This design comes from an exercise in tuning for small area, a short achievable clock period and few clock cycles on the open sky130 flow, not from production work. Where RTL was checked, it was by simulation tests only, not by an equivalence proof against the original. Only the layout flow was run in runs 2 to 5; the RTL was not checked for function there. No activity file was given, so power comes from the tool's default toggle rates.

`flow/config.mk`:
```
export PLATFORM = sky130hd
export DESIGN_NAME = symcodec_rx
export DESIGN_NICKNAME = symcodec_rx
export VERILOG_FILES = /design/flow/design.v
export SDC_FILE = /design/flow/constraint.sdc
export NUM_CORES = 4
export LEC_CHECK = 0
export ABC_AREA = 1
export CAP_MARGIN = 20
export CORE_MARGIN = 2
export CORE_UTILIZATION = 50
export SETUP_SLACK_MARGIN = 2.8
export SLEW_MARGIN = 20
```
`flow/flow/run.sh`:
```
#!/bin/bash
# Standard ORFS layout (standard.sh: the standard flow's synthesis, floorplan, place, CTS,
# route, finish) with two changes:
#  - the buffers that buffer_ports puts on every input and output port are
#    sky130_fd_sc_hd__buf_1 cells instead of the default pick;
#  - clock tree synthesis builds the tree from clkbuf_8/clkbuf_16 cells and
#    adds no dummy loads to even out the tree.
# The full make output goes to standard.log in this folder; each ORFS step's
# own log stays under orfs/logs/.
set -euo pipefail
export BUFFER_PORTS_ARGS="-buffer_cell sky130_fd_sc_hd__buf_1"
export CTS_ARGS="-sink_clustering_enable -repair_clock_nets -buf_list {sky130_fd_sc_hd__clkbuf_8 sky130_fd_sc_hd__clkbuf_16} -dont_use_dummy_load"
bash standard.sh > standard.log 2>&1
```
`flow/constraint.sdc`:
```
create_clock -name core_clock -period 5.0 [get_ports {clk}]
set_input_delay 1.0000 -clock core_clock [delete_from_list [all_inputs] [get_ports {clk}]]
set_output_delay 1.0000 -clock core_clock [all_outputs]
set_load 0.01 [all_outputs]
```
`flow/standard.sh`:
```
#!/bin/bash
# synth_recipe.tcl (not shown) runs the flow's synth.tcl, then flattens the netlist and writes it again
# the make line also repeats each setting of config.mk as NAME=value (left out here)
make -C /OpenROAD-flow-scripts/flow DESIGN_CONFIG=/design/flow/config.mk WORK_HOME=/design/flow/orfs CLKGATE_MAP_FILE= SYNTH_SCRIPT=/design/flow/synth_recipe.tcl "${@:-finish}"
```
`flow/design.v`:
```
`timescale 1ns/1ps
module symcodec_rx (
    input  wire        clk,
    input  wire        rst,
    input  wire        in_valid,
    output wire        in_ready,
    input  wire [63:0] in_data,     
    input  wire [3:0]  in_groups,   
    input  wire        in_last,     
    output reg         out_valid,
    output reg  [7:0]  out_byte,
    output reg  [2:0]  out_kind,    
    output reg         done,
    output wire [1:0]  res,         
    output wire [3:0]  cause,       
    output wire        chkmis,
    output wire [15:0] clean_bits,
    output wire [15:0] n_bytes,
    output wire [31:0] pre,
    output wire [15:0] len,
    output wire [7:0]  stored_chk,
    output wire [7:0]  calc_chk,
    output wire [15:0] bad_index,
    output wire [5:0]  bad_win
);
    localparam [2:0] K_PRE = 3'd0, K_LEN = 3'd1, K_PAY = 3'd2, K_CHK = 3'd3, K_TRAIL = 3'd4;
    function [3:0] nib6;
        input [5:0] c;
        begin
            nib6[3] = c[5];
            nib6[2] = (c[5] & c[3] & ~c[0]) | (c[4] & ~c[2] & ~c[1]) | (c[4] & ~c[0]);
            nib6[1] = (~c[5] & ~c[3] & c[0]) | (c[5] & ~c[3] & ~c[0]) |
                      (c[5] & ~c[2] & ~c[1]) | (c[4] & c[3] & ~c[0]);
            nib6[0] = c[5] ^ c[4] ^ c[1];
        end
    endfunction
    function mapped6;
        input [5:0] cw;
        begin
            case (cw)
                6'd13, 6'd14, 6'd19, 6'd21, 6'd22, 6'd25, 6'd26, 6'd28,
                6'd35, 6'd37, 6'd38, 6'd41, 6'd42, 6'd44, 6'd49, 6'd50:
                    mapped6 = 1'b1;
                default:
                    mapped6 = 1'b0;
            endcase
        end
    endfunction
    function [6:0] therm3;
        input [2:0] v;
        begin
            therm3[0] = v[2] | v[1] | v[0];
            therm3[1] = v[2] | v[1];
            therm3[2] = v[2] | (v[1] & v[0]);
            therm3[3] = v[2];
            therm3[4] = v[2] & (v[1] | v[0]);
            therm3[5] = v[2] & v[1];
            therm3[6] = v[2] & v[1] & v[0];
        end
    endfunction
    function [2:0] ones4;
        input [3:0] c;
        begin
            ones4[2] = &c;
            ones4[1] = ((c[0] & c[1]) | (c[0] & c[2]) | (c[0] & c[3]) |
                        (c[1] & c[2]) | (c[1] & c[3]) | (c[2] & c[3])) & ~(&c);
            ones4[0] = ^c;
        end
    endfunction
    function [5:0] rev6;
        input [5:0] v;
        rev6 = {v[0], v[1], v[2], v[3], v[4], v[5]};
    endfunction
    function [7:0] join4;
        input [3:0] a;
        input [2:0] na;
        input [3:0] b;
        integer i;
        begin
            for (i = 0; i < 8; i = i + 1)
                join4[i] = (i < na) ? a[i] : (i - na < 4) ? b[i - na] : 1'b0;
        end
    endfunction
    assign in_ready = 1'b1;
    integer k, j;
    reg [3:0] s1_qb [0:1];   
    reg [2:0] s1_qn [0:1];   
    reg       s1_last;
    reg [7:0] cl_in;
    reg [1:0] pb [0:3];      
    reg [3:0] qb [0:1];      
    reg [2:0] qn [0:1];
    always @(*) begin
        for (k = 0; k < 8; k = k + 1)
            cl_in[k] = in_valid && (in_groups > k) &&
                       ((in_data[8*k +: 8] == 8'h00) || (in_data[8*k +: 8] == 8'hFF));
        for (k = 0; k < 4; k = k + 1) begin
            pb[k][0] = cl_in[2*k] ? in_data[16*k] : in_data[16*k+8];
            pb[k][1] = in_data[16*k+8];
        end
        for (k = 0; k < 2; k = k + 1) begin
            qb[k][0] = (cl_in[4*k] | cl_in[4*k+1]) ? pb[2*k][0] : pb[2*k+1][0];
            qb[k][1] = (cl_in[4*k] & cl_in[4*k+1]) ? pb[2*k][1] :
                       (cl_in[4*k] | cl_in[4*k+1]) ? pb[2*k+1][0] : pb[2*k+1][1];
            qb[k][2] = (cl_in[4*k] & cl_in[4*k+1]) ? pb[2*k+1][0] : pb[2*k+1][1];
            qb[k][3] = pb[2*k+1][1];
            qn[k]    = ones4(cl_in[4*k +: 4]);
        end
    end
    always @(posedge clk) begin
        s1_qb[0] <= qb[0];
        s1_qb[1] <= qb[1];
        if (rst) begin
            s1_qn[0] <= 3'd0;
            s1_qn[1] <= 3'd0;
            s1_last  <= 1'b0;
        end else begin
            s1_qn[0] <= qn[0];
            s1_qn[1] <= qn[1];
            s1_last  <= in_valid && in_last;
        end
    end
    reg [7:0] s2_c;          
    reg [3:0] s2_n;          
    reg       s2_rp;         
    reg [2:0] s2_rq;         
    reg       s2_v0;         
    reg       s2_v1;         
    reg       s2_last;
    reg       left_p;        
    reg [2:0] left_q;        
    function [5:0] left_oh;
        input       p;
        input [2:0] q;
        integer l;
        begin
            for (l = 0; l < 6; l = l + 1)
                left_oh[l] = (p == l[0]) && q[l % 3];
        end
    endfunction
    wire [3:0] n_cmp = {1'b0, s1_qn[0]} + {1'b0, s1_qn[1]};
    wire [5:0] lo    = left_oh(left_p, left_q);
    wire [8:1] n_ge;
    assign n_ge[1] = n_cmp != 4'd0;
    assign n_ge[2] = n_cmp[3] | n_cmp[2] | n_cmp[1];
    assign n_ge[3] = n_cmp[3] | n_cmp[2] | (n_cmp[1] & n_cmp[0]);
    assign n_ge[4] = n_cmp[3] | n_cmp[2];
    assign n_ge[5] = n_cmp[3] | (n_cmp[2] & (n_cmp[1] | n_cmp[0]));
    assign n_ge[6] = n_cmp[3] | (n_cmp[2] & n_cmp[1]);
    assign n_ge[7] = n_cmp[3] | (n_cmp[2] & n_cmp[1] & n_cmp[0]);
    assign n_ge[8] = n_cmp[3];
    wire tot6  = (lo[0] & n_ge[6]) | (lo[1] & n_ge[5]) | (lo[2] & n_ge[4]) |
                 (lo[3] & n_ge[3]) | (lo[4] & n_ge[2]) | (lo[5] & n_ge[1]);
    wire tot12 = (lo[4] & n_ge[8]) | (lo[5] & n_ge[7]);
    wire [2:0] n_m3;
    assign n_m3[0] = (n_cmp == 4'd0) | (n_cmp == 4'd3) | (n_cmp == 4'd6);
    assign n_m3[1] = (n_cmp == 4'd1) | (n_cmp == 4'd4) | (n_cmp == 4'd7);
    assign n_m3[2] = (n_cmp == 4'd2) | (n_cmp == 4'd5) | (n_cmp == 4'd8);
    wire [2:0] q_nx;
    assign q_nx[0] = (left_q[0] & n_m3[0]) | (left_q[1] & n_m3[2]) | (left_q[2] & n_m3[1]);
    assign q_nx[1] = (left_q[0] & n_m3[1]) | (left_q[1] & n_m3[0]) | (left_q[2] & n_m3[2]);
    assign q_nx[2] = (left_q[0] & n_m3[2]) | (left_q[1] & n_m3[1]) | (left_q[2] & n_m3[0]);
    wire [6:0] q0_more = therm3(s1_qn[0]);
    wire [7:0] c_join  = ({4'd0, s1_qb[0] & q0_more[3:0]}) | ({4'd0, s1_qb[1]} << s1_qn[0]);
    always @(posedge clk) begin
        s2_c  <= c_join;
        s2_rp <= left_p;
        s2_rq <= left_q;
        if (rst) begin
            s2_n    <= 4'd0;
            s2_v0   <= 1'b0;
            s2_v1   <= 1'b0;
            s2_last <= 1'b0;
            left_p  <= 1'b0;
            left_q  <= 3'b001;
        end else begin
            s2_n    <= n_cmp;
            s2_v0   <= tot6;
            s2_v1   <= tot12;
            s2_last <= s1_last;
            left_p  <= !s1_last && (left_p ^ n_cmp[0]);
            left_q  <= s1_last ? 3'b001 : q_nx;
        end
    end
    reg [4:0] acc;           
    reg [11:0] s3_w;         
    reg        s3_g0;        
    reg        s3_b0;        
    reg        s3_g1;        
    reg        s3_b1;        
    reg [3:0]  s3_n;         
    reg        s3_last;
    wire [5:0]  ro     = left_oh(s2_rp, s2_rq);
    wire [2:0]  r_bin  = {ro[4] | ro[5], ro[2] | ro[3], ro[1] | ro[3] | ro[5]};
    wire [4:0]  r_more = {ro[5], ro[5] | ro[4], ro[5] | ro[4] | ro[3],
                          ro[5] | ro[4] | ro[3] | ro[2], !ro[0]};
    wire [12:0] seq    = ({8'd0, acc & r_more}) | ({5'd0, s2_c} << r_bin);
    wire       m0  = mapped6(seq[5:0]);
    wire       m1  = mapped6(seq[11:6]);
    always @(posedge clk) begin
        acc  <= s2_v1 ? {4'd0, seq[12]} : s2_v0 ? seq[10:6] : seq[4:0];
        s3_w <= seq[11:0];
        if (rst) begin
            s3_g0   <= 1'b0;
            s3_b0   <= 1'b0;
            s3_g1   <= 1'b0;
            s3_b1   <= 1'b0;
            s3_n    <= 4'd0;
            s3_last <= 1'b0;
        end else begin
            s3_g0   <= s2_v0 &&  m0;
            s3_b0   <= s2_v0 && !m0;
            s3_g1   <= s2_v1 && m0 &&  m1;
            s3_b1   <= s2_v1 && m0 && !m1;
            s3_n    <= s2_n;
            s3_last <= s2_last;
        end
    end
    reg        aborted;
    reg        have_low;
    reg [3:0]  low_nib;
    reg [12:0] byte_cnt;
    reg [15:0] clean_cnt;
    reg [31:0] pre_r;
    reg [15:0] len_r;
    reg [7:0]  xor_r;
    reg [7:0]  stored_r;
    reg        short_r;      
    reg        mis_r;        
    reg [5:0]  bad_r;        
    reg        chk_r;
    reg         fresh;
    wire        ab_b    = aborted  && !fresh;
    wire        hl_b    = have_low && !fresh;
    wire [12:0] bc_b    = fresh ? 13'd0 : byte_cnt;
    wire [12:0] byte_inc  = byte_cnt + 13'd1;
    wire [4:0]  clean_lo  = {1'b0, clean_cnt[3:0]} + {1'b0, s3_n};
    wire [11:0] clean_hi1 = clean_cnt[15:4] + 12'd1;
    wire [15:0] clean_sum = {clean_lo[4] ? clean_hi1 : clean_cnt[15:4], clean_lo[3:0]};
    wire [7:0]  x_b     = fresh ? 8'd0  : xor_r;
    wire        gc_b    = !short_r && !fresh;    
    wire [5:0] w0 = s3_w[5:0];
    wire [5:0] w1 = s3_w[11:6];
    wire [3:0] d0 = nib6(w0);
    wire [3:0] d1 = nib6(w1);
    wire g0   = s3_g0 && !ab_b;
    wire g1   = s3_g1 && !ab_b;
    wire bad0 = s3_b0 && !ab_b;
    wire bad1 = s3_b1 && !ab_b;
    wire bad  = bad0 || bad1;
    wire       byte_go  = hl_b ? g0 : g1;
    wire [7:0] new_byte = hl_b ? {d0[3:0], low_nib} : {d1[3:0], d0[3:0]};
    wire        ge6     = (byte_cnt[12:3] != 10'd0) || (byte_cnt[2:1] == 2'd3);
    wire        at_pre  = fresh || (byte_cnt[12:2] == 11'd0);
    wire        at_len  = !fresh && (byte_cnt[12:1] == 12'd2);
    wire        at_chk  = !fresh && short_r && ge6 && chk_r;
    reg  [2:0]  kind;
    always @(*) begin
        if (at_pre)      kind = K_PRE;
        else if (at_len) kind = K_LEN;
        else if (gc_b)   kind = K_TRAIL;
        else if (at_chk) kind = K_CHK;
        else             kind = K_PAY;
    end
    wire ab_nx = ab_b || bad;
    wire gc_nx = gc_b || (byte_go && at_chk);
    wire clr   = s3_last && (ab_nx || !gc_nx);
    wire [7:0] wr_byte = clr ? 8'd0 : new_byte;
    always @(posedge clk) begin
        if (clr || (byte_go && bc_b == 16'd0)) pre_r[7:0]   <= wr_byte;
        if (clr || (byte_go && bc_b == 16'd1)) pre_r[15:8]  <= wr_byte;
        if (clr || (byte_go && bc_b == 16'd2)) pre_r[23:16] <= wr_byte;
        if (clr || (byte_go && bc_b == 16'd3)) pre_r[31:24] <= wr_byte;
        if (clr || (byte_go && bc_b == 16'd4)) len_r[7:0]   <= wr_byte;
        if (clr || (byte_go && bc_b == 16'd5)) len_r[15:8]  <= wr_byte;
        if (clr || (byte_go && at_chk))        stored_r     <= wr_byte;
        if (bad)
            bad_r <= bad0 ? rev6(w0) : rev6(w1);
        out_byte <= new_byte;
        if (g0 && !(hl_b ^ g1))
            low_nib <= g1 ? d1[3:0] : d0[3:0];
        out_kind <= kind;
        if (byte_go)
            chk_r <= (bc_b == 13'd5) ? (new_byte == 8'd0 && len_r[7:0] == 8'd0) :
                                       ({3'd0, byte_cnt} == len_r + 16'd5);
        aborted   <= ab_nx;
        have_low  <= hl_b ^ g0 ^ g1;
        byte_cnt  <= fresh ? {12'd0, byte_go} : byte_go ? byte_inc : byte_cnt;
        clean_cnt <= fresh ? {12'd0, s3_n} : clean_sum;
        if (clr)
            xor_r <= 8'd0;
        else if (byte_go && kind <= K_PAY)
            xor_r <= x_b ^ new_byte;
        else
            xor_r <= x_b;
        short_r   <= !ab_nx && !gc_nx;
        if (clr)
            mis_r <= 1'b0;
        else if (byte_go && at_chk)
            mis_r <= (new_byte != x_b);
        fresh <= rst || s3_last;
        if (rst) begin
            out_valid <= 1'b0;
            done      <= 1'b0;
        end else begin
            out_valid <= byte_go;
            done      <= s3_last;
        end
    end
    assign res        = {aborted || short_r, 1'b1};
    assign cause      = {1'b0, aborted || short_r, mis_r, short_r || mis_r};
    assign chkmis     = mis_r;
    assign clean_bits = clean_cnt;
    assign n_bytes    = {3'd0, byte_cnt};
    assign pre        = pre_r;
    assign len        = len_r;
    assign stored_chk = stored_r;
    assign calc_chk   = xor_r;
    assign bad_index  = {2'd0, byte_cnt, have_low};
    assign bad_win    = bad_r;
endmodule
```
==> metrics.md, run 1 <==
| Metric | Value |
|---|---|
| Yosys top cell by area | `dfxtp_1` |
| CP dominant cell by count | `buf_4` |
| Initial antenna violation count | `0` |
| Hold Path Class | `reg2reg` |
| Maximum buffer depth of the clock tree | `2` |
| Reg2reg setup slack | `2790 ps` |
| CP required | `5340 ps` |
| First-pass GRT wire length | `36.4 mm` |
| Tot GR Track Use | `23.1%` |
| WL per Instance | `14.4 um` |
| Hold Path Stages | `2` |
| CORE AREA | `0.0179 sq mm` |
| DP HPWL | `16.3 mm` |
| DR iter-0 viols | `397` |
| Vias per cell | `5.19` |
| Slew Limit Headroom | `41.7%` |
| Final Max Slew Viols | `0` |
| Dominant synthesized flop cell | `dfxtp_1` |
| Reg area | `0.00443 sq mm` |
| PwrDens | `247 mW/mm^2` |
| Layout fillers | `1,575` |
| Vias in the first global route | `7,486` |
| Tightest Pin Transition | `875 ps` |
| CTS tree | `yes` |
| Max Cap Viol | `0` |
| CP arrival | `2550 ps` |
| Share of cells above drive strength 1 | `19.2%` |
| Area of the multi-input gates | `0.00449 sq mm` |
| Pre-antenna DRT Iters | `5` |
| Worst skew pair latency | `430 ps` |
| CTS clk-pin slew, worst paths | `70 ps` |
| Worst clock skew | `34.7 ps` |
| Tot Pwr | `2.87 mW` |
| Synth warn | `6` |
| R2r worst-path depth | `16` |
| Finished Core Util | `65.0%` |
| Worst R2R Start | `s3_n[0]$_SDFF_PP0_` |
| Tmin final | `2210 ps` |
| FFs w/ async S/R, synth | `0%` |
| Pin count of the biggest net entering global routing | `32` |
| Worst path slowest cell | `dfxtp_2` |
| Register area share after synthesis | `48.4%` |
| Status | `finished clean` |
| CP Max Fanout | `2` |
| Global Route met3 Usage | `4.21%` |
| Busiest layer in global routing | `met2` |
| Synth Area per Inst | `8.19 sq um` |
| Final hold vios | `0` |
| Worst stage delay on the critical path | `340 ps` |
| Post-synth top cells | `nand2_1, inv_1, dfxtp_1` |
| Die X | `139 um` |
| Mapped cell area | `0.00909 sq mm` |
| CP Cell Sequence | `ha_4, inv_4, fa_2, inv_2, nand3_2, nand2_2, nand3_4, nor2_4, nand2_2, nor2_4, buf_6, buf_4, buf_4, buf_4, a31oi_4, nor3_2` |
| VDD IR-drop max | `234 uV` |
| Buffers added on ports | `202` |
| Antenna Nets Post-Route | `0` |
| Post-synth EDFFs | `68` |
| Period utilisation layout | `44.2%` |
| Wirelength, routed | `23.0 mm` |
| Crit path buf inv count | `6` |
| Cell family with most CP delay | `simple AND/OR/NAND/NOR gates` |
| CTS Root Cell | `clkbuf_16` |
| DRC errors left | `0` |
| CP Class | `reg2reg` |
| Met2 usage | `39.9%` |
| Hold_sp | `s2_n[2]$_SDFF_PP0_` |
| Ranking of synthesized cells by area | `dfxtp_1, edfxtp_1, nand2_1` |
| ANT cells | `0` |
| Met1 usage | `29.8%` |
| Total grt overflow | `0` |
| # clock sinks | `186` |
| Die ar. | `0.0193 sq mm` |
| CTS H-tree lvls | `4` |
| Worst reg2reg path endpoint | `clean_cnt[12]$_SDFFE_PP0P_` |
| CP startpoint kind | `register` |
| Final nets | `1,467` |
| I/O pin count | `211` |
| FP Rows | `49` |
| WHS Endpoint | `s3_n[2]$_SDFF_PP0_` |
| Fmax | `0.453 GHz` |
| Post-synth cell types | `49` |
| RSZ-0062 raised after global routing | `true` |
| Post-Route Setup TNS | `0 ps` |
| FF+latch count, synth | `186` |
| Routability cong. | `0.842` |
| CP endpoint kind | `register` |
| Area Growth Syn to Fin | `28.0%` |
| Leak | `4.65 nW` |
| Cells after Synth | `1,110` |
| Total CTS buffers | `17` |
| Most common cell in the netlist | `nand2_1` |
| Via count | `8,293` |
| Starting Density | `50.8%` |
| Final setup viols | `0` |
| Synth top area share | `26.0%` |
| Die H | `139 um` |
report_power, final:
| group | switching [mW] | internal (mW) | leakage (nW) |
|---|---|---|---|
| combinational | 0.127 | 0.0686 | 2.85 |
| clock | 0.484 | 0.591 | 0.209 |
| sequential | 0.0135 | 1.59 | 1.59 |
| total | 0.625 | 2.25 | 4.65 |
sequential cells by signal, summed over array words and instances, names as in the netlist, 5 cells and up:
register,count
out_byte,8
acc,5
xor_r,8
stored_r,8
clean_cnt,16
s3_w,12
pre_r,32
s1_qb,8
bad_r,6
byte_cnt,13
len_r,16
s1_qn,6
s2_c,8
layout by cell type, fill, tap and decap left out, types with 4 or more instances in the layout:
cell type / n
dfxtp_2: 12
inv_1: 132
buf_4: 61
nor2_4: 15
dfxtp_1: 103
conb_1: 8
o21ai_1: 7
nor4_1: 14
nand3_4: 4
nor3_2: 4
o21ai_2: 4
o21a_1: 5
a21oi_1: 43
inv_2: 18
o21ai_0: 62
o22ai_1: 7
buf_1: 198
nand2_1: 185
ha_1: 13
nand2_4: 6
nand3_1: 62
clkbuf_16: 17
edfxtp_1: 68
nor2_1: 91
nor3_1: 22
xnor2_1: 19
o21ai_4: 4
buf_6: 15
nor2_2: 8
ha_2: 5
nand2_8: 4
xor2_1: 11
nand3_2: 22
a31oi_1: 7
nand4_1: 27
nand2_2: 28
through the flow:
stage / hold slack, ps / setup WS, ps / instances / instance area, sq um
final: 391 / 2790 / 1599 / 11600
after global routing: 415 / 2660 / 1599 / 11600
after CTS: 395 / 2800 / 1551 / 10800
after detailed placement: 397 / 2230 / 1507 / 9910
after global placement: 390 / 2090 / 1506 / 9900
after floorplan: 388 / 2490 / 1116 / 9120
worst reg2reg max path, stage by stage (launching register included):
cell and delay [ps]:
dfxtp_2 340, ha_4 150, inv_4 30, fa_2 340
inv_2 70, nand3_2 70, nand2_2 120, nand3_4 80
nor2_4 110, nand2_2 90, nor2_4 110, buf_6 100
buf_4 90, buf_4 90, buf_4 100, a31oi_4 70
nor3_2 170
cell type report:
class | count | share of cell area, %
Timing Repair Buffer | 278 | 12.2
Tap cell | 229 | 2.46
Inverter | 154 | 5.12
Sequential cell | 186 | 38.1
Clock buffer | 17 | 3.65
Multi-Input combinational cell | 735 | 38.6
worst max-delay path by stage:
| stage | end | from | slack [ps] | cells past startpoint |
|---|---|---|---|---|
| 6_report | clean_cnt[12]$_SDFFE_PP0P_ | s3_n[0]$_SDFF_PP0_ | 2790 | 16 |
| 5_1_grt | s3_g1$_SDFF_PP0_ | s2_rp$_DFF_P_ | 2660 | 17 |
| 4_1_cts | pre_r[27]$_DFFE_PP_ | byte_cnt[8]$_SDFFE_PP0P_ | 2800 | 11 |
| 3_5_place_dp | pre_r[4]$_DFFE_PP_ | fresh$_DFF_P_ | 2230 | 11 |
| 3_3_place_gp | pre_r[8]$_DFFE_PP_ | fresh$_DFF_P_ | 2090 | 7 |
| 2_1_floorplan | pre_r[24]$_DFFE_PP_ | fresh$_DFF_P_ | 2490 | 8 |
routing by layer:
| metal | routed length (um) | share of wire (%) | up-vias |
|---|---|---|---|
| met2 | 11500 | 50 | 256 |
| met4 | 380 | 1.6 | 0 |
| met3 | 1200 | 5.2 | 33 |
| met1 | 9920 | 43 | 3819 |
| li1 | - | - | 4185 |
| met5 | 0 | 0 | - |
timing repair:
item                                    4_1_cts  5_1_grt
hold buffers                                  0        0
gates resized for setup                      69      145
endpoints found under the setup margin      125      124
pin swaps                                    12       51
buffers inserted                             25       47
cloned                                        2        1
cells by family (layout without fill, tap and decap cells):
group           Yosys count  count (layout)  share of synthesized area, %
simple gates            503             506                          24.8
buf+inv                 198             449                          9.62
flops                   186             186                          48.4
compound gates          165             165                          10.2
xor+xnor                 32              32                          3.38
fa+ha+maj                23              23                          3.33
other cells               2               8                        0.0826
mux                       1               1                         0.110
Testbench counts, summed over its fixed seeds: cycles 15,365.
==> inputs of run 2 (changes only) <==
--- a/flow/design.v
+++ b/flow/design.v
@@ -67,6 +67,24 @@
             ones4[0] = ^c;
         end
     endfunction
+    function eq_sum;
+        input [15:0] x;
+        input [15:0] k;
+        input [15:0] z;
+        integer i;
+        reg c;
+        begin
+            eq_sum = 1'b1;
+            c = 1'b0;
+            for (i = 0; i < 16; i = i + 1) begin
+                if (z[i] != (x[i] ^ k[i] ^ c))
+                    eq_sum = 1'b0;
+                c = (x[i] & k[i]) | ((x[i] | k[i]) & ~z[i]);
+            end
+            if (c)
+                eq_sum = 1'b0;
+        end
+    endfunction
     function [5:0] rev6;
         input [5:0] v;
         rev6 = {v[0], v[1], v[2], v[3], v[4], v[5]};
@@ -228,7 +246,6 @@
     reg        short_r;      
     reg        mis_r;        
     reg [5:0]  bad_r;        
-    reg        chk_r;
     reg         fresh;
     wire        ab_b    = aborted  && !fresh;
     wire        hl_b    = have_low && !fresh;
@@ -253,7 +270,8 @@
     wire        ge6     = (byte_cnt[12:3] != 10'd0) || (byte_cnt[2:1] == 2'd3);
     wire        at_pre  = fresh || (byte_cnt[12:2] == 11'd0);
     wire        at_len  = !fresh && (byte_cnt[12:1] == 12'd2);
-    wire        at_chk  = !fresh && short_r && ge6 && chk_r;
+    wire        at_chk  = !fresh && short_r && ge6 &&
+                          eq_sum(len_r, 16'd6, {3'd0, byte_cnt});
     reg  [2:0]  kind;
     always @(*) begin
         if (at_pre)      kind = K_PRE;
@@ -280,9 +298,6 @@
         if (g0 && !(hl_b ^ g1))
             low_nib <= g1 ? d1[3:0] : d0[3:0];
         out_kind <= kind;
-        if (byte_go)
-            chk_r <= (bc_b == 13'd5) ? (new_byte == 8'd0 && len_r[7:0] == 8'd0) :
-                                       ({3'd0, byte_cnt} == len_r + 16'd5);
         aborted   <= ab_nx;
         have_low  <= hl_b ^ g0 ^ g1;
         byte_cnt  <= fresh ? {12'd0, byte_go} : byte_go ? byte_inc : byte_cnt;
==> flow/flow/run.sh (replaced) <==
#!/bin/bash
# Standard ORFS layout (standard.sh: the standard flow's synthesis, floorplan, place, CTS,
# route, finish) with two changes: the buffers that buffer_ports puts on every
# input and output port are sky130_fd_sc_hd__buf_1 cells instead of the
# default pick, and clock tree synthesis builds the tree from clkbuf_8 cells
# without the dummy loads it otherwise adds to even out the tree.
# The full make output goes to standard.log in this folder; each ORFS step's
# own log stays under orfs/logs/.
set -euo pipefail
export BUFFER_PORTS_ARGS="-buffer_cell sky130_fd_sc_hd__buf_1"
export CTS_ARGS="-sink_clustering_enable -repair_clock_nets -buf_list sky130_fd_sc_hd__clkbuf_8 -dont_use_dummy_load -sink_clustering_size 12"
bash standard.sh > standard.log 2>&1
--- a/flow/config.mk
+++ b/flow/config.mk
@@ -9,5 +9,5 @@
 export CAP_MARGIN = 20
 export CORE_MARGIN = 2
 export CORE_UTILIZATION = 50
-export SETUP_SLACK_MARGIN = 2.8
+export SETUP_SLACK_MARGIN = 2.7
 export SLEW_MARGIN = 20
==> run 2 against run 1 <==
Against the previous run:
- core utilization fell by 3.5 points
- first-iteration DRC count shrank 3.3%
- critical endpoint is now len_r[2]$_DFFE_PP_
- global-route usage up 0.38 points
- largest cell class is now registers
==> metrics.md, run 2 <==
| Metric | Value |
|---|---|
| CTS Root Cell | `clkbuf_8` |
| Worst clock skew | `39.7 ps` |
| Post-synth top cells | `nand2_1, inv_1, dfxtp_1` |
| Wirelength, routed | `22.9 mm` |
| Share of cells above drive strength 1 | `12.5%` |
| Leak | `4.61 nW` |
| Worst skew pair latency | `470 ps` |
| Total CTS buffers | `17` |
| # clock sinks | `185` |
| FFs w/ async S/R, synth | `0%` |
| Vias in the first global route | `7,567` |
| Antenna Nets Post-Route | `0` |
| Tmin final | `2340 ps` |
| CP Class | `reg2reg` |
| NetSw | `585 uW` |
| Tot Pwr | `2.54 mW` |
| Mapped cell area | `0.00914 sq mm` |
| Sequential Power Share | `62.7%` |
| CTS H-tree lvls | `4` |
| CTS tree | `yes` |
| Starting Density | `50.9%` |
| Hold Path Class | `reg2reg` |
| VDD IR-drop max | `179 uV` |
| Total grt overflow | `0` |
| Pin count of the biggest net entering global routing | `24` |
| Maximum buffer depth of the clock tree | `2` |
| Cells after Synth | `1,157` |
| Post-synth EDFFs | `67` |
| CP arrival | `2570 ps` |
| Vias per cell | `5.14` |
| Status | `finished clean` |
| CTS clk-pin slew, worst paths | `80 ps` |
| Int Power | `1.96 mW` |
| Final hold vios | `0` |
| Worst Hold Slack | `374 ps` |
| DP HPWL | `16.9 mm` |
| Buffers added on ports | `202` |
| Synth warn | `6` |
| ANT cells | `0` |
| Routability cong. | `0.898` |
| Synth Area per Inst | `7.90 sq um` |
| Layout fillers | `1,642` |
| Fmax | `0.427 GHz` |
| RSZ-0062 raised after global routing | `true` |
| CP required | `5230 ps` |
| Via count | `8,293` |
| Initial antenna violation count | `0` |
| Sw frac | `23.0%` |
| CP startpoint kind | `register` |
| Post-synth cell types | `50` |
| Tightest Pin Transition | `833 ps` |
| Max Cap Viol | `0` |
| PwrDens | `230 mW/mm^2` |
| Final setup viols | `0` |
| Reg with most FFs | `pre_r` |
| Dominant synthesized flop cell | `dfxtp_1` |
| Yosys top cell by area | `dfxtp_1` |
| Final nets | `1,479` |
| Period utilisation layout | `46.8%` |
| Most frequent cells in the layout | `nand2_1, buf_1, inv_1` |
| FP Rows | `49` |
| Largest regs | `pre_r (32), clean_cnt (16), len_r (16)` |
| First-pass GRT wire length | `36.8 mm` |
| Tot GR Track Use | `23.4%` |
| CP Max Fanout | `8` |
| CP endpoint kind | `register` |
| WL per Instance | `14.2 um` |
| I/O pin count | `211` |
| Post-Route Setup TNS | `0 ps` |
| DRC errors left | `0` |
| CORE AREA | `0.0180 sq mm` |
| Die X | `139 um` |
| Max reg flops | `32` |
| Synth top area share | `25.8%` |
| Finished Core Util | `61.5%` |
| Clock power share | `29.4%` |
| Most common cell in the netlist | `nand2_1` |
| Die H | `139 um` |
| Die ar. | `0.0194 sq mm` |
| Final Max Slew Viols | `0` |
| Area Growth Syn to Fin | `20.9%` |
| Slew Limit Headroom | `43.9%` |
| Ranking of synthesized cells by area | `dfxtp_1, edfxtp_1, nand2_1` |
| Register area share after synthesis | `47.8%` |
| DR iter-0 viols | `384` |
| Comb power frac | `7.8%` |
| Most common cell after layout, fill and taps aside | `nand2_1` |
| FF+latch count, synth | `185` |
| Pre-antenna DRT Iters | `5` |
-- run 2: cell types whose count changed after synthesis, moves of 4 or more --
cell | before | now
inv_1 | 150 | 157
inv_2 | 4 | 8
xor2_1 | 11 | 7
o21a_1 | 6 | 2
nor2_1 | 109 | 115
nand3_1 | 84 | 68
xnor2_1 | 19 | 11
nand2_4 | 0 | 4
a21oi_1 | 46 | 33
o21ai_1 | 4 | 12
nand2_1 | 213 | 274
-- run 2: path summary, 6_finish.rpt --
check                           slack, ps                 end  cells past startpoint                      from
worst max-delay path                 2660  len_r[2]$_DFFE_PP_                     13  byte_cnt[7]$_SDFFE_PP0P_
worst min-delay path                  370  s3_n[1]$_SDFF_PP0_                      2        s2_n[1]$_SDFF_PP0_
worst max register to register       2660  len_r[2]$_DFFE_PP_                     13  byte_cnt[7]$_SDFFE_PP0P_
worst min register to register        370  s3_n[1]$_SDFF_PP0_                      2        s2_n[1]$_SDFF_PP0_
-- run 2: kinds of logic (layout without fill, tap and decap cells) --
family | count (synthesis) | in the layout | share of synthesized area, %
compound gates | 157 | 157 | 9.78
xor+xnor | 18 | 18 | 1.72
fa+ha+maj | 22 | 22 | 3.17
buf+inv | 209 | 424 | 9.89
flops | 185 | 185 | 47.8
mux | 2 | 2 | 0.219
other cells | 2 | 8 | 0.0821
simple gates | 562 | 567 | 27.3
-- run 2: power groups by stage --
| stage | Sequential, mW | Combinational, mW | Clock [mW] |
|---|---|---|---|
| after detailed placement | 1.63 | 0.162 | 0 |
| after floorplan | 1.63 | 0.103 | 0 |
| after CTS | 1.59 | 0.182 | 0.773 |
| after global placement | 1.63 | 0.159 | 0 |
| after global routing | 1.60 | 0.225 | 0.828 |
| final | 1.59 | 0.199 | 0.748 |
-- run 2: per-layer routing --
| layer | wire, um | vias up | part of all wire (%) | global-route usage, % |
|---|---|---|---|---|
| met5 | 0 | - | 0 | 0 |
| met2 | 11000 | 269 | 48 | 40.0 |
| met3 | 1240 | 44 | 5.4 | 4.16 |
| li1 | - | 4246 | - | - |
| met4 | 507 | 0 | 2.2 | 7.92 |
| met1 | 10100 | 3734 | 44 | 30.1 |
-- run 2: layout make-up --
type	count	area (sq um)	share of cell area, %
multi-input combinational	774	4380	39.7
timing repair buffer	242	1120	10.1
inverter	165	636	5.75
clock buffer	17	234	2.12
tap	229	287	2.59
sequential	185	4390	39.7
-- run 2: critical path: stages, from the launching register on --
cell	delay, ps
dfxtp_1	510
inv_2	130
nand2_1	140
nand2_1	100
o21ai_1	150
nand2_1	70
inv_1	80
nand2_2	70
nor2_4	130
nand3_4	100
nand2_4	100
a21oi_4	70
buf_12	180
a21oi_4	280
-- run 2: metrics by stage --
| stage | instances | setup WS, ps | instance area [sq um] |
|---|---|---|---|
| 6_report | 1612 | 2660 | 11100 |
| 5_1_grt | 1612 | 2550 | 11100 |
| 4_1_cts | 1585 | 2680 | 10500 |
| 3_5_place_dp | 1555 | 1790 | 9990 |
| 3_3_place_gp | 1555 | 1930 | 9990 |
| 2_1_floorplan | 1163 | 2510 | 9170 |
-- run 2: repair_timing --
| action | CTS | global route |
|---|---|---|
| endpoints found under the setup margin | 145 | 139 |
| setup buffers | 11 | 23 |
| hold buffers | 0 | 0 |
| gates cloned | 2 | 4 |
| resized for setup | 45 | 83 |
| pin swaps | 4 | 25 |
==> inputs of run 3 (changes only) <==
--- a/flow/design.v
+++ b/flow/design.v
@@ -34,17 +34,18 @@
             nib6[0] = c[5] ^ c[4] ^ c[1];
         end
     endfunction
+    function one3;
+        input [2:0] v;
+        one3 = (v[0] & ~v[1] & ~v[2]) | (~v[0] & v[1] & ~v[2]) | (~v[0] & ~v[1] & v[2]);
+    endfunction
+    function two3;
+        input [2:0] v;
+        two3 = (v[0] & v[1] & ~v[2]) | (v[0] & ~v[1] & v[2]) | (~v[0] & v[1] & v[2]);
+    endfunction
     function mapped6;
-        input [5:0] cw;
-        begin
-            case (cw)
-                6'd13, 6'd14, 6'd19, 6'd21, 6'd22, 6'd25, 6'd26, 6'd28,
-                6'd35, 6'd37, 6'd38, 6'd41, 6'd42, 6'd44, 6'd49, 6'd50:
-                    mapped6 = 1'b1;
-                default:
-                    mapped6 = 1'b0;
-            endcase
-        end
+        input [5:0] c;
+        mapped6 = (one3(c[5:3]) & two3(c[2:0]) & ~(c[3] & c[1] & c[0])) |
+                  (two3(c[5:3]) & one3(c[2:0]) & ~(c[5] & c[4] & c[2]));
     endfunction
     function [6:0] therm3;
         input [2:0] v;
@@ -67,24 +68,6 @@
             ones4[0] = ^c;
         end
     endfunction
-    function eq_sum;
-        input [15:0] x;
-        input [15:0] k;
-        input [15:0] z;
-        integer i;
-        reg c;
-        begin
-            eq_sum = 1'b1;
-            c = 1'b0;
-            for (i = 0; i < 16; i = i + 1) begin
-                if (z[i] != (x[i] ^ k[i] ^ c))
-                    eq_sum = 1'b0;
-                c = (x[i] & k[i]) | ((x[i] | k[i]) & ~z[i]);
-            end
-            if (c)
-                eq_sum = 1'b0;
-        end
-    endfunction
     function [5:0] rev6;
         input [5:0] v;
         rev6 = {v[0], v[1], v[2], v[3], v[4], v[5]};
@@ -238,6 +221,7 @@
     reg        have_low;
     reg [3:0]  low_nib;
     reg [12:0] byte_cnt;
+    reg        bc_small;     
     reg [15:0] clean_cnt;
     reg [31:0] pre_r;
     reg [15:0] len_r;
@@ -246,10 +230,10 @@
     reg        short_r;      
     reg        mis_r;        
     reg [5:0]  bad_r;        
+    reg        chk_r;
     reg         fresh;
     wire        ab_b    = aborted  && !fresh;
     wire        hl_b    = have_low && !fresh;
-    wire [12:0] bc_b    = fresh ? 13'd0 : byte_cnt;
     wire [12:0] byte_inc  = byte_cnt + 13'd1;
     wire [4:0]  clean_lo  = {1'b0, clean_cnt[3:0]} + {1'b0, s3_n};
     wire [11:0] clean_hi1 = clean_cnt[15:4] + 12'd1;
@@ -267,11 +251,18 @@
     wire bad  = bad0 || bad1;
     wire       byte_go  = hl_b ? g0 : g1;
     wire [7:0] new_byte = hl_b ? {d0[3:0], low_nib} : {d1[3:0], d0[3:0]};
-    wire        ge6     = (byte_cnt[12:3] != 10'd0) || (byte_cnt[2:1] == 2'd3);
-    wire        at_pre  = fresh || (byte_cnt[12:2] == 11'd0);
-    wire        at_len  = !fresh && (byte_cnt[12:1] == 12'd2);
-    wire        at_chk  = !fresh && short_r && ge6 &&
-                          eq_sum(len_r, 16'd6, {3'd0, byte_cnt});
+    wire        ge6     = !bc_small || (byte_cnt[2:1] == 2'd3);
+    wire        at_pre  = fresh || (bc_small && !byte_cnt[2]);
+    wire        at_len  = !fresh && bc_small && (byte_cnt[2:1] == 2'd2);
+    wire [5:0]  at_idx;
+    assign at_idx[0] = fresh || (bc_small && byte_cnt[2:0] == 3'd0);
+    generate
+        genvar gi;
+        for (gi = 1; gi < 6; gi = gi + 1) begin : g_idx
+            assign at_idx[gi] = !fresh && bc_small && byte_cnt[2:0] == gi;
+        end
+    endgenerate
+    wire        at_chk  = !fresh && short_r && ge6 && chk_r;
     reg  [2:0]  kind;
     always @(*) begin
         if (at_pre)      kind = K_PRE;
@@ -285,12 +276,12 @@
     wire clr   = s3_last && (ab_nx || !gc_nx);
     wire [7:0] wr_byte = clr ? 8'd0 : new_byte;
     always @(posedge clk) begin
-        if (clr || (byte_go && bc_b == 16'd0)) pre_r[7:0]   <= wr_byte;
-        if (clr || (byte_go && bc_b == 16'd1)) pre_r[15:8]  <= wr_byte;
-        if (clr || (byte_go && bc_b == 16'd2)) pre_r[23:16] <= wr_byte;
-        if (clr || (byte_go && bc_b == 16'd3)) pre_r[31:24] <= wr_byte;
-        if (clr || (byte_go && bc_b == 16'd4)) len_r[7:0]   <= wr_byte;
-        if (clr || (byte_go && bc_b == 16'd5)) len_r[15:8]  <= wr_byte;
+        if (clr || (byte_go && at_idx[0]))    pre_r[7:0]   <= wr_byte;
+        if (clr || (byte_go && at_idx[1]))    pre_r[15:8]  <= wr_byte;
+        if (clr || (byte_go && at_idx[2]))    pre_r[23:16] <= wr_byte;
+        if (clr || (byte_go && at_idx[3]))    pre_r[31:24] <= wr_byte;
+        if (clr || (byte_go && at_idx[4]))    len_r[7:0]   <= wr_byte;
+        if (clr || (byte_go && at_idx[5]))    len_r[15:8]  <= wr_byte;
         if (clr || (byte_go && at_chk))        stored_r     <= wr_byte;
         if (bad)
             bad_r <= bad0 ? rev6(w0) : rev6(w1);
@@ -298,9 +289,13 @@
         if (g0 && !(hl_b ^ g1))
             low_nib <= g1 ? d1[3:0] : d0[3:0];
         out_kind <= kind;
+        if (byte_go)
+            chk_r <= at_idx[5] ? (new_byte == 8'd0 && len_r[7:0] == 8'd0) :
+                                       ({3'd0, byte_cnt} == len_r + 16'd5);
         aborted   <= ab_nx;
         have_low  <= hl_b ^ g0 ^ g1;
         byte_cnt  <= fresh ? {12'd0, byte_go} : byte_go ? byte_inc : byte_cnt;
+        bc_small  <= fresh || (bc_small && !(byte_go && byte_cnt[2:0] == 3'd7));
         clean_cnt <= fresh ? {12'd0, s3_n} : clean_sum;
         if (clr)
             xor_r <= 8'd0;
==> flow/flow/run.sh (replaced) <==
#!/bin/bash
# Standard ORFS layout (standard.sh: the standard flow's synthesis, floorplan, place, CTS,
# route, finish) with two changes:
#  - the buffers that buffer_ports puts on every input and output port are
#    sky130_fd_sc_hd__buf_1 cells instead of the default pick;
#  - clock tree synthesis builds the tree from clkbuf_8/clkbuf_16 cells and
#    adds no dummy loads to even out the tree.
# The full make output goes to standard.log in this folder; each ORFS step's
# own log stays under orfs/logs/.
set -euo pipefail
export BUFFER_PORTS_ARGS="-buffer_cell sky130_fd_sc_hd__buf_1"
export CTS_ARGS="-sink_clustering_enable -repair_clock_nets -buf_list {sky130_fd_sc_hd__clkbuf_8 sky130_fd_sc_hd__clkbuf_16} -dont_use_dummy_load"
bash standard.sh > standard.log 2>&1
==> run 3 against run 2 <==
Against the previous run:
- still clean on timing, DRC and antenna
- sequential cell count up 2
- combinational power is 12% lower
- count of clock-buffer cells in the layout unchanged
- die area is 1.3% lower
- first-iteration DRC count up 6.0%
- critical path type is now reg2out
- highest routed layer unchanged
==> metrics.md, run 3 <==
| Metric | Value |
|---|---|
| Tightest Pin Transition | `962 ps` |
| Placed Cells | `1,499` |
| Area after DPL | `0.00984 sq mm` |
| # clock sinks | `187` |
| CP arrival | `1270 ps` |
| Cells after Synth | `1,103` |
| WL per Instance | `14.0 um` |
| Starting Density | `50.6%` |
| Synth top area share | `26.4%` |
| Total grt overflow | `0` |
| Final Max Slew Viols | `0` |
| Routability cong. | `0.838` |
| Most common cell in the netlist | `nand2_1` |
| Synth Area in Simple Gates | `24.7%` |
| Synth Area per Inst | `8.18 sq um` |
| Post-synth cell types | `48` |
| Buffers added on ports | `202` |
| Hold Path Class | `reg2reg` |
| Most common cell after layout, fill and taps aside | `nand2_1` |
| Die ar. | `0.0191 sq mm` |
| Vias in the first global route | `6,993` |
| Final setup viols | `0` |
| RSZ-0062 raised after global routing | `true` |
| CP required | `4000 ps` |
| Wirelength, routed | `21.5 mm` |
| Synth warn | `6` |
| CP endpoint kind | `primary output` |
| Maximum buffer depth of the clock tree | `2` |
| CP Max Fanout | `4` |
| ANT cells | `0` |
| Final cell count without fillers | `1,531` |
| Pin count of the biggest net entering global routing | `22` |
| Mux contribution to synthesized area | `0.111%` |
| DR iter-0 viols | `407` |
| Most frequent cells in the layout | `nand2_1, buf_1, inv_1` |
| Post-Route Setup TNS | `0 ps` |
| Worst slack, placed | `1940 ps` |
| I/O pin count | `211` |
| Tot GR Track Use | `22.4%` |
| Register area share after synthesis | `49.0%` |
| Fmax | `0.440 GHz` |
| Final nets | `1,400` |
| Max reg flops | `32` |
| Post-synth top cells | `nand2_1, inv_1, dfxtp_1` |
| FFs w/ async S/R, synth | `0%` |
| DP HPWL | `16.1 mm` |
| Slew Limit Headroom | `35.9%` |
| Leak | `4.29 nW` |
| Setup slack after layout | `2730 ps` |
| PwrDens | `267 mW/mm^2` |
| Synth Area in XOR/XNOR | `3.26%` |
| Die X | `138 um` |
| Compound-gate portion of the synthesized area | `10.2%` |
| Tot Pwr | `2.87 mW` |
| Dominant synthesized flop cell | `dfxtp_1` |
| Reg with most FFs | `pre_r` |
| Worst clock skew | `29.4 ps` |
| VDD IR-drop max | `239 uV` |
| Yosys top cell by area | `dfxtp_1` |
| Antenna Nets Post-Route | `0` |
| Max Cap Viol | `0` |
| Largest regs | `pre_r (32), clean_cnt (16), len_r (16)` |
| Via count | `7,908` |
| Finished Cell Area | `0.0108 sq mm` |
| Final hold vios | `0` |
| Worst path slowest cell | `dfxtp_1` |
| Vias per cell | `5.17` |
| Period utilisation layout | `45.5%` |
| Worst stage delay on the critical path | `470 ps` |
| Worst skew pair latency | `440 ps` |
| Initial antenna violation count | `0` |
| Area Growth Syn to Fin | `19.1%` |
| CP Cell Sequence | `inv_1, nand2_1, buf_1` |
| CP startpoint kind | `register` |
| Die H | `138 um` |
| First-pass GRT wire length | `34.8 mm` |
| CP Class | `reg2out` |
| Pre-antenna DRT Iters | `5` |
| CTS Root Cell | `clkbuf_16` |
| DRC errors left | `0` |
| Adder-Cell Fraction of Synth Area | `3.49%` |
| CORE AREA | `0.0178 sq mm` |
| CTS H-tree lvls | `4` |
| CTS clk-pin slew, worst paths | `60 ps` |
| Post-synth EDFFs | `68` |
| Largest family of logic cells by synthesized area | `simple AND/OR/NAND/NOR gates` |
| Cts hold-fix bufs | `0` |
| Total CTS buffers | `17` |
| CTS tree | `yes` |
| Status | `finished clean` |
| Worst Hold Slack | `409 ps` |
| FP Rows | `49` |
| Finished Core Util | `60.3%` |
| Mapped cell area | `0.00902 sq mm` |
| FF+latch count, synth | `187` |
| Tmin final | `2270 ps` |
| Ranking of synthesized cells by area | `dfxtp_1, edfxtp_1, nand2_1` |
| Share of cells above drive strength 1 | `8.45%` |
==> run 3: path summary, 6_finish.rpt <==
kind                                          from                  to  slack (ps)  cells after the start
worst max-delay path               short_r$_DFF_P_              res[1]        2730                      3
worst min-delay path            s2_n[1]$_SDFF_PP0_  s3_n[1]$_SDFF_PP0_         410                      2
worst max register to register       fresh$_DFF_P_  len_r[0]$_DFFE_PP_        2790                     14
worst min register to register  s2_n[1]$_SDFF_PP0_  s3_n[1]$_SDFF_PP0_         410                      2
==> run 3: layer usage <==
layer,up-vias,routed length [um],track usage (%)
li1,4059,-,-
met1,3634,9690,29.7
met2,190,10500,37.3
met3,25,902,3.91
met4,0,371,7.52
met5,-,0,0
==> run 3: what timing repair did <==
action	in CTS	in global routing
buffers inserted	2	11
setup endpoints to repair	132	131
cloned	2	0
resized for setup	52	44
pin swaps	3	9
==> run 3: final cells by class <==
type,instances,area [sq um]
clock buffer,17,425
fill,1647,7090
inverter,146,567
multi-input combinational,732,4080
sequential,187,4440
tap,229,287
timing repair buffer,220,955
==> run 3: cell families after synthesis <==
family	Yosys count
AND/OR/NAND/NOR	501
XOR/XNOR	32
flip-flops	187
other	2
multiplexers	1
adder cells (fa/ha/maj)	24
AO/OA/AOI/OAI	165
buffers and inverters	191
==> run 3: worst max-delay path: cells and delay by family (launching register included) <==
family / cells / cell delay (ps)
DFF: 1 / 470
and+or+nand+nor: 1 / 120
buffers and inverters: 2 / 270
==> run 3: report_power, final <==
part           internal (mW)  switching (mW)
Combinational         0.0620           0.113
Sequential              1.60          0.0144
Clock                  0.591           0.490
Total                   2.25           0.617
==> inputs of run 4 (changes only) <==
--- a/flow/config.mk
+++ b/flow/config.mk
@@ -9,5 +9,5 @@
 export CAP_MARGIN = 20
 export CORE_MARGIN = 2
 export CORE_UTILIZATION = 50
-export SETUP_SLACK_MARGIN = 2.7
+export SETUP_SLACK_MARGIN = 2.6
 export SLEW_MARGIN = 20
==> run 4 against run 3 <==
Against the previous run:
- worst hold slack is essentially flat
- first-iteration DRC count grew 0.74%
- via count shrank 0.47%
- largest cell class unchanged
==> metrics.md, run 4 <==
| Metric | Value |
|---|---|
| Status | `finished clean` |
| Layout fillers | `1,676` |
| Final nets | `1,390` |
| FF+latch count, synth | `187` |
| Pin count of the biggest net entering global routing | `31` |
| Final hold vios | `0` |
| Cells after Synth | `1,103` |
| CTS clk-pin slew, worst paths | `60 ps` |
| Tot Pwr | `2.87 mW` |
| Sw frac | `21.5%` |
| Tmin final | `2270 ps` |
| FP Rows | `49` |
| Max reg flops | `32` |
| Most frequent cells in the layout | `nand2_1, buf_1, inv_1` |
| Metal-1 WL | `9.53 mm` |
| CTS tree | `yes` |
| NetSw | `618 uW` |
| Placed Cells | `1,499` |
| Comb power frac | `6.0%` |
| Final setup viols | `0` |
| Wirelength, routed | `21.2 mm` |
| Post-Route Setup TNS | `0 ps` |
| Die H | `138 um` |
| Met2 routed WL | `10.2 mm` |
| Routability cong. | `0.838` |
| Post-synth cell types | `48` |
| Worst R2R Start | `fresh$_DFF_P_` |
| First-pass GRT wire length | `34.5 mm` |
| DR iter-0 viols | `410` |
| Pre-antenna DRT Iters | `5` |
| I/O pin count | `211` |
| Met3 wire length | `1.02 mm` |
| Vias in the first global route | `6,962` |
| CP endpoint kind | `register` |
| Worst clock skew | `29.0 ps` |
| Fmax | `0.441 GHz` |
| CTS Root Cell | `clkbuf_16` |
| Period utilisation layout | `45.3%` |
| Mapped cell area | `0.00902 sq mm` |
| Vias per cell | `5.17` |
| Buffers added on ports | `202` |
| CP Class | `reg2reg` |
| Starting Density | `50.6%` |
| Uppermost layer routed | `met4` |
| Register area share after synthesis | `49.0%` |
| CORE AREA | `0.0178 sq mm` |
| Reg area | `0.00443 sq mm` |
| RSZ-0062 raised after global routing | `true` |
| Synth warn | `6` |
| Post-synth EDFFs | `68` |
| Clock power share | `37.8%` |
| Synth top area share | `26.4%` |
| Tot GR Track Use | `22.1%` |
| Largest regs | `pre_r (32), clean_cnt (16), len_r (16)` |
| Tightest Pin Transition | `972 ps` |
| DRC errors left | `0` |
| Initial antenna violation count | `0` |
| CP startpoint kind | `register` |
| Total CTS buffers | `17` |
| Sequential Power Share | `56.3%` |
| DP HPWL | `16.1 mm` |
| VDD IR-drop max | `250 uV` |
| Yosys top cell by area | `dfxtp_1` |
| Share of cells above drive strength 1 | `6.50%` |
| Maximum buffer depth of the clock tree | `2` |
| CP required | `5170 ps` |
| Worst setup startpoint | `fresh$_DFF_P_` |
| CP Max Fanout | `17` |
| Area of the multi-input gates | `0.00398 sq mm` |
| Most common cell in the netlist | `nand2_1` |
| Final Max Slew Viols | `0` |
| FFs w/ async S/R, synth | `0%` |
| Most common cell after layout, fill and taps aside | `nand2_1` |
| Slew Limit Headroom | `34.5%` |
| Antenna Nets Post-Route | `0` |
| Dominant synthesized flop cell | `dfxtp_1` |
| WL per Instance | `13.9 um` |
| Leak | `4.22 nW` |
| Hold_sp | `s2_n[0]$_SDFF_PP0_` |
| Max Cap Viol | `0` |
| Ranking of synthesized cells by area | `dfxtp_1, edfxtp_1, nand2_1` |
| CTS H-tree lvls | `4` |
| Post-synth top cells | `nand2_1, inv_1, dfxtp_1` |
| # clock sinks | `187` |
| Die X | `138 um` |
| PwrDens | `272 mW/mm^2` |
| Total grt overflow | `0` |
| Reg with most FFs | `pre_r` |
| Die ar. | `0.0191 sq mm` |
| Via count | `7,871` |
| CP arrival | `2440 ps` |
| Worst skew pair latency | `440 ps` |
| Int Power | `2.25 mW` |
| Final cell count without fillers | `1,521` |
| Area Growth Syn to Fin | `16.7%` |
| Hold Path Class | `reg2reg` |
| ANT cells | `0` |
| Synth Area per Inst | `8.18 sq um` |
==> run 4: area by class of cell <==
type,instances,area share (%)
tap,229,2.72
inverter,146,5.30
timing repair buffer,210,8.12
multi-input combinational,732,37.8
sequential,187,42.0
clock buffer,17,4.04
==> run 4: what timing repair did <==
| item | in CTS | in global routing |
|---|---|---|
| hold endpoints to repair | 0 | 0 |
| gates resized for setup | 38 | 26 |
| gates cloned | 1 | 1 |
| hold buffers | 0 | 0 |
| setup buffers | 2 | 1 |
| pin swaps | 2 | 3 |
| endpoints found under the setup margin | 125 | 127 |
==> run 4: path summary, 6_finish.rpt <==
path | end | slack, ps | cells past startpoint
worst min-delay path | s3_n[0]$_SDFF_PP0_ | 410 | 2
worst min register to register | s3_n[0]$_SDFF_PP0_ | 410 | 2
worst max-delay path | len_r[0]$_DFFE_PP_ | 2730 | 11
worst max register to register | len_r[0]$_DFFE_PP_ | 2730 | 11
==> run 4: logic make-up (layout without fill, tap and decap cells) <==
logic type | Yosys count | count (layout) | synth area share, %
simple gates | 501 | 502 | 24.7
xor+xnor | 32 | 32 | 3.26
fa+ha+maj | 24 | 24 | 3.49
compound gates | 165 | 165 | 10.2
buf+inv | 191 | 373 | 9.16
mux | 1 | 1 | 0.111
flops | 187 | 187 | 49.0
other cells | 2 | 8 | 0.0832
==> run 4: critical path, stage by stage, from the launching register on <==
cell and delay (ps):
dfxtp_2 340, buf_8 120, buf_4 190, nor2_1 200
nand3_2 140, nor2_4 130, nand2_1 110, o21ai_2 90
nand4_1 230, nand2_4 220, o31ai_1 90, buf_4 180
==> run 4: power by group through the flow <==
stage	Combinational, mW	Clock [mW]	Sequential, mW
floorplan	0.0965	0	1.65
global placement	0.155	0	1.65
detailed placement	0.158	0	1.65
CTS	0.166	1.11	1.61
global route	0.192	1.17	1.62
finish	0.171	1.08	1.61
==> run 4: per-layer routing <==
layer,GRT usage (%),vias to the layer above
met4,7.63,0
met2,36.5,215
met5,0,-
li1,-,4036
met1,29.6,3599
met3,4.02,21
==> run 4: stage by stage <==
stage / setup slack (ps) / utilization [%] / hold slack (ps) / cell area, sq um
4_1_cts: 2600 / 58.4 / 413 / 10400
2_1_floorplan: 2740 / - / 384 / 9050
3_5_place_dp: 1940 / 55.2 / 396 / 9840
6_report: 2730 / 59.0 / 409 / 10500
3_3_place_gp: 2040 / 55.2 / 389 / 9840
5_1_grt: 2560 / 59.0 / 426 / 10500
==> inputs of run 5 (changes only) <==
--- a/flow/config.mk
+++ b/flow/config.mk
@@ -9,5 +9,5 @@
 export CAP_MARGIN = 20
 export CORE_MARGIN = 2
 export CORE_UTILIZATION = 50
-export SETUP_SLACK_MARGIN = 2.6
+export SETUP_SLACK_MARGIN = 2.5
 export SLEW_MARGIN = 20
==> run 5 against run 4 <==
Against the previous run:
- clock power about the same
- die area unchanged
- design area fell by 0.83%
- via count shrank 0.28%
- synthesized cell count stayed put
- first-iteration DRC count is 26% higher
- critical path type unchanged
==> metrics.md, run 5 <==
| Metric | Value |
|---|---|
| DP HPWL | `16.1 mm` |
| Cells after Synth | `1,103` |
| First-pass GRT wire length | `34.3 mm` |
| Die H | `138 um` |
| VDD IR-drop max | `247 uV` |
| Post-synth EDFFs | `68` |
| Post-Route Setup TNS | `0 ps` |
| FF+latch count, synth | `187` |
| Initial antenna violation count | `0` |
| Post-synth cell types | `48` |
| Leak | `4.19 nW` |
| Synth Area per Inst | `8.18 sq um` |
| Vias per cell | `5.17` |
| DR iter-0 viols | `517` |
| Worst path slowest cell | `o21ai_0` |
| Most common cell after layout, fill and taps aside | `nand2_1` |
| CTS H-tree lvls | `4` |
| Worst stage delay on the critical path | `730 ps` |
| Dominant synthesized flop cell | `dfxtp_1` |
| FP Rows | `49` |
| WHS Endpoint | `s3_n[2]$_SDFF_PP0_` |
| Via count | `7,849` |
| Sequential Power Share | `56.5%` |
| Die ar. | `0.0191 sq mm` |
| CTS tree | `yes` |
| Most common cell in the netlist | `nand2_1` |
| Hold Path Class | `reg2reg` |
| Total CTS buffers | `17` |
| RSZ-0062 raised after global routing | `true` |
| Finished Cell Area | `0.0104 sq mm` |
| Sw frac | `21.4%` |
| Area of the multi-input gates | `0.00394 sq mm` |
| Worst R2R Start | `fresh$_DFF_P_` |
| WL per Instance | `13.8 um` |
| Synth top area share | `26.4%` |
| Tmin final | `2390 ps` |
| Synth Area in XOR/XNOR | `3.26%` |
| Int Power | `2.25 mW` |
| Reg area | `0.00443 sq mm` |
| Final nets | `1,388` |
| Synth warn | `6` |
| Yosys top cell by area | `dfxtp_1` |
| # clock sinks | `187` |
| CP Max Fanout | `15` |
| FFs w/ async S/R, synth | `0%` |
| CP Class | `reg2reg` |
| CP dominant cell by count | `nand4_1` |
| Final setup viols | `0` |
| Mux contribution to synthesized area | `0.111%` |
| Maximum buffer depth of the clock tree | `2` |
| ANT cells | `0` |
| Final hold vios | `0` |
| Synth Area in Simple Gates | `24.7%` |
| Tot Pwr | `2.86 mW` |
| Reg2reg setup slack | `2610 ps` |
| Adder-Cell Fraction of Synth Area | `3.49%` |
| Max Cap Viol | `0` |
| CP Cell Sequence | `inv_2, nand2_2, o21ai_0, inv_1, nor2_1, nand4_1, nor3_1, nand4_1, nand2_1` |
| NetSw | `613 uW` |
| Wirelength, routed | `21.0 mm` |
| CTS Root Cell | `clkbuf_16` |
| Compound-gate portion of the synthesized area | `10.2%` |
| Worst skew pair latency | `440 ps` |
| Vias in the first global route | `6,988` |
| Share of cells above drive strength 1 | `5.97%` |
| Hold_sp | `s2_n[2]$_SDFF_PP0_` |
| Largest regs | `pre_r (32), clean_cnt (16), len_r (16)` |
| Pin count of the biggest net entering global routing | `31` |
| Final Max Slew Viols | `0` |
| Tightest Pin Transition | `1050 ps` |
| Most frequent cells in the layout | `nand2_1, buf_1, inv_1` |
| Buffers added on ports | `202` |
| CP endpoint kind | `register` |
| Worst reg2reg path endpoint | `chk_r$_DFFE_PP_` |
| CORE AREA | `0.0178 sq mm` |
| Tot GR Track Use | `21.9%` |
| Max reg flops | `32` |
| Die X | `138 um` |
| Routability cong. | `0.847` |
| Fmax | `0.418 GHz` |
| PwrDens | `274 mW/mm^2` |
| Comb power frac | `5.8%` |
| Slew Limit Headroom | `29.6%` |
| Clock power share | `37.7%` |
| CP required | `5290 ps` |
| Area after DPL | `0.00984 sq mm` |
| Pre-antenna DRT Iters | `5` |
| Post-synth top cells | `nand2_1, inv_1, dfxtp_1` |
| R2r worst-path depth | `9` |
| CP arrival | `2680 ps` |
| Register area share after synthesis | `49.0%` |
| Status | `finished clean` |
| Worst clock skew | `27.2 ps` |
| CP startpoint kind | `register` |
| Reg with most FFs | `pre_r` |
| Ranking of synthesized cells by area | `dfxtp_1, edfxtp_1, nand2_1` |
| Period utilisation layout | `47.9%` |
| Starting Density | `50.6%` |
| Mapped cell area | `0.00902 sq mm` |
| Largest family of logic cells by synthesized area | `simple AND/OR/NAND/NOR gates` |
| DRC errors left | `0` |
| Hold Path Stages | `2` |
| I/O pin count | `211` |
| Total grt overflow | `0` |
| Antenna Nets Post-Route | `0` |
| Area Growth Syn to Fin | `15.7%` |
| CTS clk-pin slew, worst paths | `60 ps` |
| Layout fillers | `1,684` |
run 5: cell count changes in the layout (fill, tap and decap cells not counted), moves of 2 or more:
cell / change
nand2_2: +4
nand2_4: -4
nor2_1: +3
nor2_2: -3
o21ai_0: +3
o21ai_1: -3
inv_2: +2
inv_4: -2
o22ai_1: +2
o22ai_2: -2
run 5: per-stage QoR:
stage / setup slack [ps] / utilization, % / hold slack [ps] / std cells
floorplan: 2580 / - / 384 / 1109
global placement: 1620 / 55.1 / 397 / 1497
detailed placement: 1470 / 55.2 / 394 / 1497
CTS: 2530 / 58.2 / 395 / 1516
global route: 2470 / 58.6 / 420 / 1519
finish: 2610 / 58.6 / 394 / 1519
run 5: kinds of logic (layout without fill, tap and decap cells):
logic type               count (synthesis)  count (layout)
flip-flops                             187             187
AO/OA/AOI/OAI                          165             165
multiplexers                             1               1
other                                    2               8
XOR/XNOR                                32              32
buffers and inverters                  191             371
adder cells (fa/ha/maj)                 24              24
AND/OR/NAND/NOR                        501             502
run 5: final cells by class:
| class | count | share of cell area, % |
|---|---|---|
| Sequential cell | 187 | 42.4 |
| Multi-Input combinational cell | 732 | 37.7 |
| Timing Repair Buffer | 208 | 7.76 |
| Inverter | 146 | 5.29 |
| Clock buffer | 17 | 4.07 |
| Tap cell | 229 | 2.74 |
run 5: worst max-delay path: cells and delay by family (launching register included):
family,cells,cell delay (ps)
simple gates,6,870
compound gates,1,730
flops,1,380
buf+inv,2,290
run 5: repair_timing:
item / in CTS / in global routing
endpoints found under the setup margin: 133 / 130
setup buffers: 2 / 2
cloned: 0 / 1
hold endpoints to repair: 0 / 0
gates resized for setup: 31 / 14
pin swaps: 1 / 2
hold buffers: 0 / 0
run 5: power by group through the flow:
stage	Sequential (mW)	Clock (mW)	Combinational [mW]
finish	1.62	1.08	0.165
CTS	1.62	1.11	0.161
detailed placement	1.65	0	0.154
global placement	1.65	0	0.152
floorplan	1.65	0	0.0965
global route	1.62	1.18	0.187
run 5: worst max-delay path by stage:
stage,endpoint,slack (ps),from
CTS,pre_r[9]$_DFFE_PP_,2530,fresh$_DFF_P_
detailed placement,len_r[13]$_DFFE_PP_,1470,fresh$_DFF_P_
finish,chk_r$_DFFE_PP_,2610,fresh$_DFF_P_
global route,s3_g1$_SDFF_PP0_,2470,s2_rp$_DFF_P_
global placement,len_r[15]$_DFFE_PP_,1620,fresh$_DFF_P_
floorplan,pre_r[0]$_DFFE_PP_,2580,fresh$_DFF_P_
run 5: routing by layer:
layer / track usage, % / part of all wire, %
met1: 29.3 / 45
met2: 37.6 / 49
met3: 3.88 / 4.6
met4: 4.67 / 0.95
met5: 0 / 0

==> port drivers added, routing unchanged <==
How much do the figures lean on ideal ports? The routed layouts below were timed once more, with nothing changed but the port constraints. Step 1 (the two cells are an assumption about what drives the block):
set clk [get_ports {clk}]
set_driving_cell -lib_cell sky130_fd_sc_hd__clkbuf_16 $clk
set_driving_cell -lib_cell sky130_fd_sc_hd__buf_2 [delete_from_list [all_inputs] $clk]
Step 2 times the ports against the registers' clock, not the clock port: input delays grow and output delays shrink by t, the midpoint of the rising clock arrivals with the driver on. Three values: ideal ports, drivers, drivers and shift; two values: the first two.
run | t (ns) | slack for setup (ns) | hold slack, ns | worst setup path at the end | worst slew at a driven data input, ns
run 1 | 0.457 | 2.792 / 2.778 / 2.525 | 0.391 / 0.391 / 0.391 | input to register | 0.04
run 2 | 0.491 | 2.661 / 2.625 / 2.439 | 0.374 / 0.374 / 0.374 | input to register | 0.04
run 3 | 0.468 | 2.727 / 2.680 / 2.489 | 0.409 / 0.409 / 0.409 | input to register | 0.04
run 4 | 0.465 | 2.734 / 2.734 / 2.465 | 0.409 / 0.409 / 0.409 | input to register | 0.04
run 5 | 0.463 | 2.606 / 2.606 / 2.450 | 0.394 / 0.394 / 0.394 | input to register | 0.04
After both steps every run listed still meets setup and hold. The setup slack of run 4, which loses most, moves by 0.000 ns with the drivers and by -0.269 ns with both steps.
